Background: an optimization exercise with open tools, aiming at small area, a short achievable clock period and few clock cycles per item. Do not read the settings as production practice.
Only the layout flow was run in this run; the RTL was not checked for function there.
Power is estimated from default activity; no workload was simulated.

==> design/flow/config.mk <==
export PLATFORM = sky130hd
export DESIGN_NAME = hb_rx
export DESIGN_NICKNAME = hb_rx
export VERILOG_FILES = /design/flow/design.v
export SDC_FILE = /design/flow/constraint.sdc
export NUM_CORES = 4
export LEC_CHECK = 0
export CAP_MARGIN = 20
export CORE_MARGIN = 2
export CORE_UTILIZATION = 40
export SLEW_MARGIN = 20
==> design/flow/constraint.sdc <==
create_clock -name core_clock -period 10.0 [get_ports {clk}]
set_input_delay 2.0000 -clock core_clock [delete_from_list [all_inputs] [get_ports {clk}]]
set_output_delay 2.0000 -clock core_clock [all_outputs]
set_load 0.01 [all_outputs]
==> design/flow/run.sh <==
#!/bin/bash
# synth_recipe.tcl (not shown) runs the flow's synth.tcl, then flattens the netlist and writes it again
# the make line also repeats each setting of config.mk as NAME=value (left out here)
make -C /OpenROAD-flow-scripts/flow DESIGN_CONFIG=/design/flow/config.mk WORK_HOME=/design/flow/orfs CLKGATE_MAP_FILE= SYNTH_SCRIPT=/design/flow/synth_recipe.tcl finish
==> design/flow/design.v <==
module hb_rx (
    input  wire       clk,
    input  wire       rst,         
    input  wire       in_valid,
    output wire       in_ready,
    input  wire [7:0] in_data,
    output wire       ev_valid,
    input  wire       ev_ready,
    output wire [7:0] ev_data
);
    localparam integer PMAX = 242;
    localparam [2:0] P_SEARCH = 3'd0,    
                     P_LINK   = 3'd1,
                     P_LEN    = 3'd2,
                     P_METH   = 3'd3,    
                     P_PATH   = 3'd4,
                     P_SKIP   = 3'd5;    
    localparam [1:0] M_GET = 2'd0, M_POST = 2'd1, M_OTHER = 2'd2;
    localparam [7:0] CH_LF = 8'h0A, CH_CR = 8'h0D, CH_SP = 8'h20;
    reg  [7:0] xb;            
    reg        xv;
    reg  [7:0] sb;            
    reg        sv;
    wire       proc;          
    assign in_ready = !sv;
    wire take = in_valid && !sv;
    always @(posedge clk) begin
        if (rst) begin
            xv <= 1'b0;
            sv <= 1'b0;
        end else if (sv) begin
            if (proc) begin
                xb <= sb;
                sv <= 1'b0;
            end
        end else if (take) begin
            if (!xv || proc) begin
                xb <= in_data;
                xv <= 1'b1;
            end else begin
                sb <= in_data;
                sv <= 1'b1;
            end
        end else if (proc)
            xv <= 1'b0;
    end
    reg [2:0]  pstate;
    reg [8:0]  rx_len;        
    reg [2:0]  mpos;          
    reg [9:0]  link;
    reg [1:0]  link_n;
    reg [16:0] lenv;
    reg [2:0]  len_n;
    reg [2:0]  mi;            
    reg        g_ok, p_ok;
    reg [1:0]  method;
    reg        pend_v;        
    reg [7:0]  pend;
    reg [7:0]  plen;          
    reg [7:0]  pbuf [0:PMAX-1];
    reg        f_files;       
    reg        f_card;        
    reg        f_qm;          
    reg [3:0]  mk;            
    reg        f_mf;          
    reg [1:0]  js;            
    function [7:0] marker_ch(input [2:0] i);
        case (i)
            3'd0: marker_ch = "+";
            3'd1: marker_ch = "I";
            3'd2: marker_ch = "P";
            3'd3: marker_ch = "D";
            default: marker_ch = ",";
        endcase
    endfunction
    function [7:0] get_ch(input [2:0] i);
        case (i)
            3'd0: get_ch = "G";
            3'd1: get_ch = "E";
            3'd2: get_ch = "T";
            default: get_ch = " ";
        endcase
    endfunction
    function [7:0] post_ch(input [2:0] i);
        case (i)
            3'd0: post_ch = "P";
            3'd1: post_ch = "O";
            3'd2: post_ch = "S";
            3'd3: post_ch = "T";
            default: post_ch = " ";
        endcase
    endfunction
    function [7:0] files_ch(input [7:0] i);
        case (i)
            8'd0: files_ch = "/";
            8'd1: files_ch = "f";
            8'd2: files_ch = "i";
            8'd3: files_ch = "l";
            8'd4: files_ch = "e";
            default: files_ch = "s";
        endcase
    endfunction
    function [7:0] card_ch(input [7:0] i);
        case (i)
            8'd0: card_ch = "/";
            8'd1: card_ch = "c";
            8'd2: card_ch = "a";
            8'd3: card_ch = "r";
            8'd4: card_ch = "d";
            8'd5: card_ch = "d";
            8'd6: card_ch = "a";
            8'd7: card_ch = "t";
            default: card_ch = "a";
        endcase
    endfunction
    function [7:0] mf_ch(input [3:0] i);
        case (i)
            4'd0:  mf_ch = "a";
            4'd1:  mf_ch = "c";
            4'd2:  mf_ch = "t";
            4'd3:  mf_ch = "i";
            4'd4:  mf_ch = "o";
            4'd5:  mf_ch = "n";
            4'd6:  mf_ch = "=";
            4'd7:  mf_ch = "m";
            4'd8:  mf_ch = "f";
            4'd9:  mf_ch = "k";
            4'd10: mf_ch = "e";
            4'd11: mf_ch = "y";
            4'd12: mf_ch = "3";
            default: mf_ch = "2";
        endcase
    endfunction
    wire [7:0] b = xb;
    wire is_digit = (b >= "0") && (b <= "9");
    wire [3:0] dval = b[3:0];
    wire is_lf = (b == CH_LF);
    wire       c_files = f_files && (plen < 8'd6) && (pend == files_ch(plen));
    wire       c_card  = f_card  && (plen < 8'd9) && (pend == card_ch(plen));
    wire       c_qm    = f_qm || (plen == 8'd1 && f_files && pend == "?");
    wire       mk_hit  = (pend == mf_ch(mk));
    wire [3:0] c_mk    = f_mf ? mk : (mk_hit ? mk + 4'd1 : ((pend == "a") ? 4'd1 : 4'd0));
    wire       c_mf    = f_mf || (mk_hit && mk == 4'd13);
    wire [1:0] c_js    = (pend == ".") ? 2'd1 :
                         (js == 2'd1 && pend == "j") ? 2'd2 :
                         (js == 2'd2 && pend == "s") ? 2'd3 : 2'd0;
    wire [7:0] c_plen  = plen + 8'd1;
    function [2:0] route_of(input [1:0] m, input [7:0] n, input fi, input ca, input qm,
                            input mf, input [1:0] j);
        if (m == M_OTHER)                 route_of = 3'd0;
        else if (fi && n == 8'd6)         route_of = 3'd1;    
        else if (j == 2'd3)               route_of = 3'd2;    
        else if (mf)                      route_of = 3'd3;    
        else if ((fi && n == 8'd1) || qm) route_of = 3'd4;    
        else if (ca && n == 8'd9)         route_of = 3'd5;    
        else                              route_of = 3'd0;    
    endfunction
    wire       fin_add   = (pstate == P_PATH) && pend_v && (pend != CH_CR);
    wire [7:0] fin_plen  = fin_add ? c_plen : plen;
    wire [2:0] fin_route = fin_add ? route_of(method, c_plen, c_files, c_card, c_qm, c_mf, c_js)
                                   : route_of(method, plen, f_files, f_card, f_qm, f_mf, js);
    wire ovf = rx_len[8];      
    wire link_dig = is_digit && link_n != 2'd3;
    wire link_end = (b == ",") && link_n != 2'd0 && link <= 10'd255;
    wire len_dig  = is_digit && len_n != 3'd5;
    wire len_end  = (b == ":") && len_n != 3'd0;
    wire ev_mal = (pstate == P_LINK && !link_dig && !link_end) ||
                  (pstate == P_LEN  && !len_dig  && !len_end);
    wire ev_fin = is_lf && (pstate == P_METH || pstate == P_PATH || pstate == P_SKIP);
    wire ev_new = ovf || ev_mal || ev_fin;
    reg        ev_v;
    reg [7:0]  ev_b;
    reg [7:0]  ecnt;          
    reg        e_drop;
    reg        e_reason;
    reg [7:0]  e_link;
    reg [16:0] e_len;
    reg [1:0]  e_method;
    reg [2:0]  e_route;
    reg [7:0]  e_plen;
    reg [7:0]  fa;            
    reg [7:0]  rq [0:3];      
    reg [1:0]  rg;            
    wire hazard = ev_v && !e_drop && (plen < e_plen) && ({1'b0, plen} + 9'd8 >= {1'b0, ecnt});
    wire stall = (ev_new && ev_v) || ((pstate == P_PATH) && hazard);
    assign proc = xv && !stall;
    wire launch = proc && ev_new;
    always @(posedge clk) begin
        if (xv && pstate == P_PATH && pend_v && !hazard && plen < PMAX)
            pbuf[plen] <= pend;
    end
    always @(posedge clk) begin
        if (rst) begin
            pstate <= P_SEARCH;
            rx_len <= 9'd0;
            mpos   <= 3'd0;
        end else if (proc) begin
            if (ovf) begin
                rx_len <= 9'd1;
                pstate <= P_SEARCH;
                mpos   <= (b == "+") ? 3'd1 : 3'd0;
            end else begin
                rx_len <= rx_len + 9'd1;
                case (pstate)
                    P_SEARCH: begin
                        if (b == marker_ch(mpos)) begin
                            if (mpos == 3'd4) begin
                                pstate <= P_LINK;
                                link   <= 10'd0;
                                link_n <= 2'd0;
                                mpos   <= 3'd0;
                            end else
                                mpos <= mpos + 3'd1;
                        end else
                            mpos <= (b == "+") ? 3'd1 : 3'd0;
                    end
                    P_LINK: begin
                        if (link_dig) begin
                            link   <= link * 10'd10 + {6'd0, dval};
                            link_n <= link_n + 2'd1;
                        end else if (link_end) begin
                            pstate <= P_LEN;
                            lenv   <= 17'd0;
                            len_n  <= 3'd0;
                        end else begin
                            rx_len <= 9'd0;
                            pstate <= P_SEARCH;
                        end
                    end
                    P_LEN: begin
                        if (len_dig) begin
                            lenv  <= lenv * 17'd10 + {13'd0, dval};
                            len_n <= len_n + 3'd1;
                        end else if (len_end) begin
                            pstate  <= P_METH;
                            mi      <= 3'd0;
                            g_ok    <= 1'b1;
                            p_ok    <= 1'b1;
                            method  <= M_OTHER;
                            pend_v  <= 1'b0;
                            plen    <= 8'd0;
                            js      <= 2'd0;
                            f_files <= 1'b1;
                            f_card  <= 1'b1;
                            f_qm    <= 1'b0;
                            mk      <= 4'd0;
                            f_mf    <= 1'b0;
                        end else begin
                            rx_len <= 9'd0;
                            pstate <= P_SEARCH;
                        end
                    end
                    P_METH: begin
                        if (is_lf) begin
                            rx_len <= 9'd0;
                            pstate <= P_SEARCH;
                        end else begin
                            mi   <= mi + 3'd1;
                            g_ok <= g_ok && (mi < 3'd4) && (b == get_ch(mi));
                            p_ok <= p_ok && (b == post_ch(mi));
                            if (g_ok && mi == 3'd3 && b == " ") begin
                                method <= M_GET;
                                pstate <= P_PATH;
                            end else if (p_ok && mi == 3'd4 && b == " ") begin
                                method <= M_POST;
                                pstate <= P_PATH;
                            end else if (!(g_ok && mi < 3'd4 && b == get_ch(mi)) &&
                                         !(p_ok && b == post_ch(mi)))
                                pstate <= P_SKIP;
                        end
                    end
                    P_PATH: begin
                        if (is_lf) begin
                            rx_len <= 9'd0;
                            pstate <= P_SEARCH;
                        end else begin
                            if (pend_v) begin
                                plen    <= c_plen;
                                f_files <= c_files;
                                f_card  <= c_card;
                                f_qm    <= c_qm;
                                mk      <= c_mk;
                                f_mf    <= c_mf;
                                js      <= c_js;
                            end
                            if (b == CH_SP) begin
                                pend_v <= 1'b0;
                                pstate <= P_SKIP;
                            end else begin
                                pend_v <= 1'b1;
                                pend   <= b;
                            end
                        end
                    end
                    P_SKIP: begin
                        if (is_lf) begin
                            rx_len <= 9'd0;
                            pstate <= P_SEARCH;
                        end
                    end
                    default: pstate <= P_SEARCH;
                endcase
            end
        end
    end
    wire       e_last = e_drop ? (ecnt == 8'd1) : (ecnt == e_plen + 8'd9);
    wire       e_step = ev_v && ev_ready;
    wire [7:0] e_nx   = ecnt + 8'd1;
    reg [7:0] e_byte;         
    always @(*) begin
        if (e_drop)
            e_byte = {7'd0, e_reason};
        else begin
            case (e_nx)
                8'd1: e_byte = e_link;
                8'd2: e_byte = e_len[7:0];
                8'd3: e_byte = e_len[15:8];
                8'd4: e_byte = {7'd0, e_len[16]};
                8'd5: e_byte = 8'd0;
                8'd6: e_byte = {6'd0, e_method};
                8'd7: e_byte = {5'd0, e_route};
                8'd8: e_byte = e_plen;
                8'd9: e_byte = 8'd0;
                default: e_byte = rq[rg];
            endcase
        end
    end
    integer g;
    always @(posedge clk) begin
        if (e_step) begin
            for (g = 0; g < 4; g = g + 1)
                rq[g] <= ((g * 64) + fa[5:0] < PMAX) ? pbuf[(g * 64) + fa[5:0]] : 8'd0;
            rg <= fa[7:6];
            fa <= fa + 8'd1;
        end
        if (launch)
            fa <= 8'd248;
    end
    always @(posedge clk) begin
        if (rst) begin
            ev_v <= 1'b0;
        end else if (launch) begin
            ev_v     <= 1'b1;
            ev_b     <= ovf ? 8'h83 : (ev_mal ? 8'h83 : 8'h82);
            ecnt     <= 8'd0;
            e_drop   <= ovf || ev_mal;
            e_reason <= ovf;
            e_link   <= link[7:0];
            e_len    <= lenv;
            e_method <= method;
            e_route  <= fin_route;
            e_plen   <= fin_plen;
        end else if (e_step) begin
            if (e_last)
                ev_v <= 1'b0;
            ecnt <= e_nx;
            ev_b <= e_byte;
        end
    end
    assign ev_valid = ev_v;
    assign ev_data  = ev_b;
endmodule
==> summary.txt <==
worst min-delay path by stage:
stage	start	end	slack (ns)	depth (start not counted)
finish	lenv[16]	e_len[16]	0.44	0
global route	lenv[16]	e_len[16]	0.45	0
CTS	lenv[16]	e_len[16]	0.44	0
detailed placement	lenv[16]	e_len[16]	0.42	0
global placement	lenv[16]	e_len[16]	0.42	0
floorplan	lenv[16]	e_len[16]	0.40	0
cell type report:
cell class / instances / area (um2) / share of cell area, %
Tap cell: 2854 / 3571 / 3.646
Multi-Input combinational cell: 1997 / 21900 / 22.36
Inverter: 68 / 255.2 / 0.2606
Sequential cell: 2146 / 64080 / 65.43
Clock inverter: 139 / 1578 / 1.611
Antenna cell: 1 / 2.502 / 0.002555
Clock buffer: 267 / 5574 / 5.692
Timing Repair Buffer: 99 / 973.4 / 0.9940
per-layer routing:
layer	GRT usage [%]	part of all wire, %	vias up
met1	28.74	43	23603
met3	3.445	7.2	311
li1	-	-	18368
met2	32.03	48	1982
met4	4.934	2.3	2
met5	0	0.0053	-
where the power goes:
group          total (mW)  leakage (nW)  internal [mW]  switching [mW]
clock                8.14          3.47           4.64            3.50
combinational        2.91          7.25           1.50            1.41
sequential           9.82          19.3           9.76          0.0543
logic make-up after synthesis:
group / count (synthesis) / synth area share [%]
compound gates: 359 / 2.729
simple gates: 773 / 4.167
mux: 676 / 15.77
xor+xnor: 96 / 0.9643
fa+ha+maj: 93 / 1.369
flops: 2146 / 73.47
buf+inv: 315 / 1.524
flip-flops by register name (all words and copies together), names as in the netlist, 3 cells and up, named ones only:
register	cells
plen	8
fa	8
pstate	3
len_n	3
lenv	17
xb	8
link	10
e_len	17
mf_ch$func$/design/flow/design.v:141$5473.$result	6
ev_b	8
rq	32
ecnt	8
pend	8
e_plen	8
pbuf	1936
e_route	3
sb	8
rx_len	9
e_link	8
mk	4
mpos	3
mi	3
Yosys cell counts, types with 30 or more instances:
cell type     n  share of area, %
dfxtp_1      38              0.87
nor2_1      387               1.7
mux4_2      556                14
nand2_1     103              0.44
nor3_1       40              0.23
edfxtp_1   2108                73
ha_1         89               1.3
clkbuf_1    146              0.63
buf_2        61              0.35
nand3_1      47              0.27
o22ai_1      44              0.32
inv_1        66              0.28
mux2i_1      95               1.1
nand2b_1     30              0.22
a21oi_1     111              0.64
o21ai_0      41              0.24
xnor2_1      68              0.68
cell usage in the layout, fill, tap and decap left out, drive strengths merged, types with 40 or more instances in the layout:
cell type / instances
nand3: 47
ha: 89
o21ai: 46
a21oi: 112
mux2i: 95
xnor2: 68
mux4: 556
nor3: 40
inv: 76
buf: 78
clkbuf: 267
o22ai: 44
clkinv: 98
edfxtp: 2108
nand2: 103
nor2: 389
per-stage QoR:
stage | cells | setup WS (ns) | instance area, um2 | hold WS, ns | utilization, %
2_1_floorplan | 4458 | 4.299 | 87190 | 0.4003 | -
3_3_place_gp | 7161 | 3.996 | 90710 | 0.4155 | 41.81
3_5_place_dp | 7163 | 4.007 | 90750 | 0.4216 | 41.83
4_1_cts | 7569 | 3.935 | 97900 | 0.4363 | 45.13
5_1_grt | 7570 | 3.582 | 97930 | 0.4472 | 45.14
6_report | 7571 | 3.877 | 97930 | 0.4397 | 45.14
worst max-delay path: stages, from the launching register on:
cell and delay, ns:
edfxtp_1 0.82, clkinv_1 0.45, ha_1 0.40, ha_1 0.30
a21oi_1 0.15, o21ai_0 0.08, and2_1 0.16, o41ai_2 0.61
nor3b_2 0.59, and2_1 0.34, nand3_2 0.72, buf_4 0.52
nor2_1 0.56
==> summary.txt <==
critical path class=flip-flop to flip-flop; Final Hold Viols=0; Final Max Tran Viols=0; Initial Util=40.19%; Min-Delay Path Class=flip-flop to flip-flop; number of fill cells=18323; setup_tns=0 ns; Max-cap violations=0; FF-to-FF End=pbuf[109][5]; clk sinks=2146; Post-synth EDFFs=2108; # DRC=0; Final period util=around three fifths; Setup crit end=pbuf[109][5]; Setup Buffers After CTS=0; reg2reg start=plen[3]; asr flop ratio synth=0%; number of port buffers=21; Max Fclk=~160 MHz; Detail Route Antenna Nets=0; crit path from=plen[3]; chip width=470.9 um; leak pwr=approximately 30 nW; nets@finish=4631; GRT Total Usage=20.06%; DR iter-0 viols=5638; vias in the first global route=approximately 44000; Syn Area/Cell=about 20 um2; DP HPWL=131000 um; Rows=roughly 170; # hold bufs at CTS=0; Clock Tree Root=clkbuf_16; Routed WL=224700 um; CTS tree=built; Syn Nets=4563; clock transition at the registers of the reported paths=0.06 ns; PD cells=213.1 nW/um2; unique cell type count in the Yosys netlist=between 80 and 90; total power=20.87 mW; post-synthesis instance area=87190 um2; die footprint=221700 um2; CP Capture Type=flip-flop; post_cts resized=0; maximum vdd drop=0.1741 mV; TritonRoute pass-1 iters=5; critical path fanouts, max=16; Slew headroom=20.30%; Worst-Margin Slew=1.196 ns; flip-flop and latch count after synthesis=2146; routed via count=roughly 44000; synthesis-to-layout area growth=12.32%; IO Pins=22; Layout Skew=approximately 0.045 ns; Via density=about 6; initial antenna violation count=2; Num CTS Buffers=214; sequential share of the synthesized area=73.47%; outcome=complete, no violations; fin crit period=6.123 ns; Cells after Synth=around 4500; clk buf depth=3; WP data required=roughly 10 ns; Core ar.=217000 um2; Reg2Reg Depth=12; crit path DAT=6.58 ns; htree depth=4; Reg2Reg Setup Slack=3.88 ns; Routed wire per std cell=29.69 um; startpoint types=flip-flop; unrepaired setup endpoints after global routing=false; GPL Wtd Cong=0.8349; gr ovfl total=0; Post-synth top flop=edfxtp_1; Worst-Skew Late Latency=~0.87 ns; pin count of the biggest net entering global routing=160; share of post-route cells with drive strength above 1=21.90%; Ys Warns=2; final setup vio count=0; first-pass GRT wire length=324300 um; chip height=470.9 um

static timing again, ports no longer ideal:
How much do the figures lean on ideal ports? The routed layout below was timed once more, with nothing changed but the port constraints.
Step 1, drivers: a clkbuf_16 drives clk and a buf_2 each remaining input, both assumed.
Step 2 moves the port delays by t, midway between the first and last clock arrival at a register: inputs arrive t later, outputs are due t later. That takes back most of the time a late clock gives input paths.
Slacks: ideal / step 1 / step 2; pairs: ideal / step 1.
t, ns: 0.942
setup slack, ns: 3.877 / 3.877 / 3.877
worst data-port slew with drivers (ns): 0.05
After both steps setup and hold are still met in this run. The setup slack of this run moves by 0.000 ns with the drivers and by 0.000 ns with both steps.
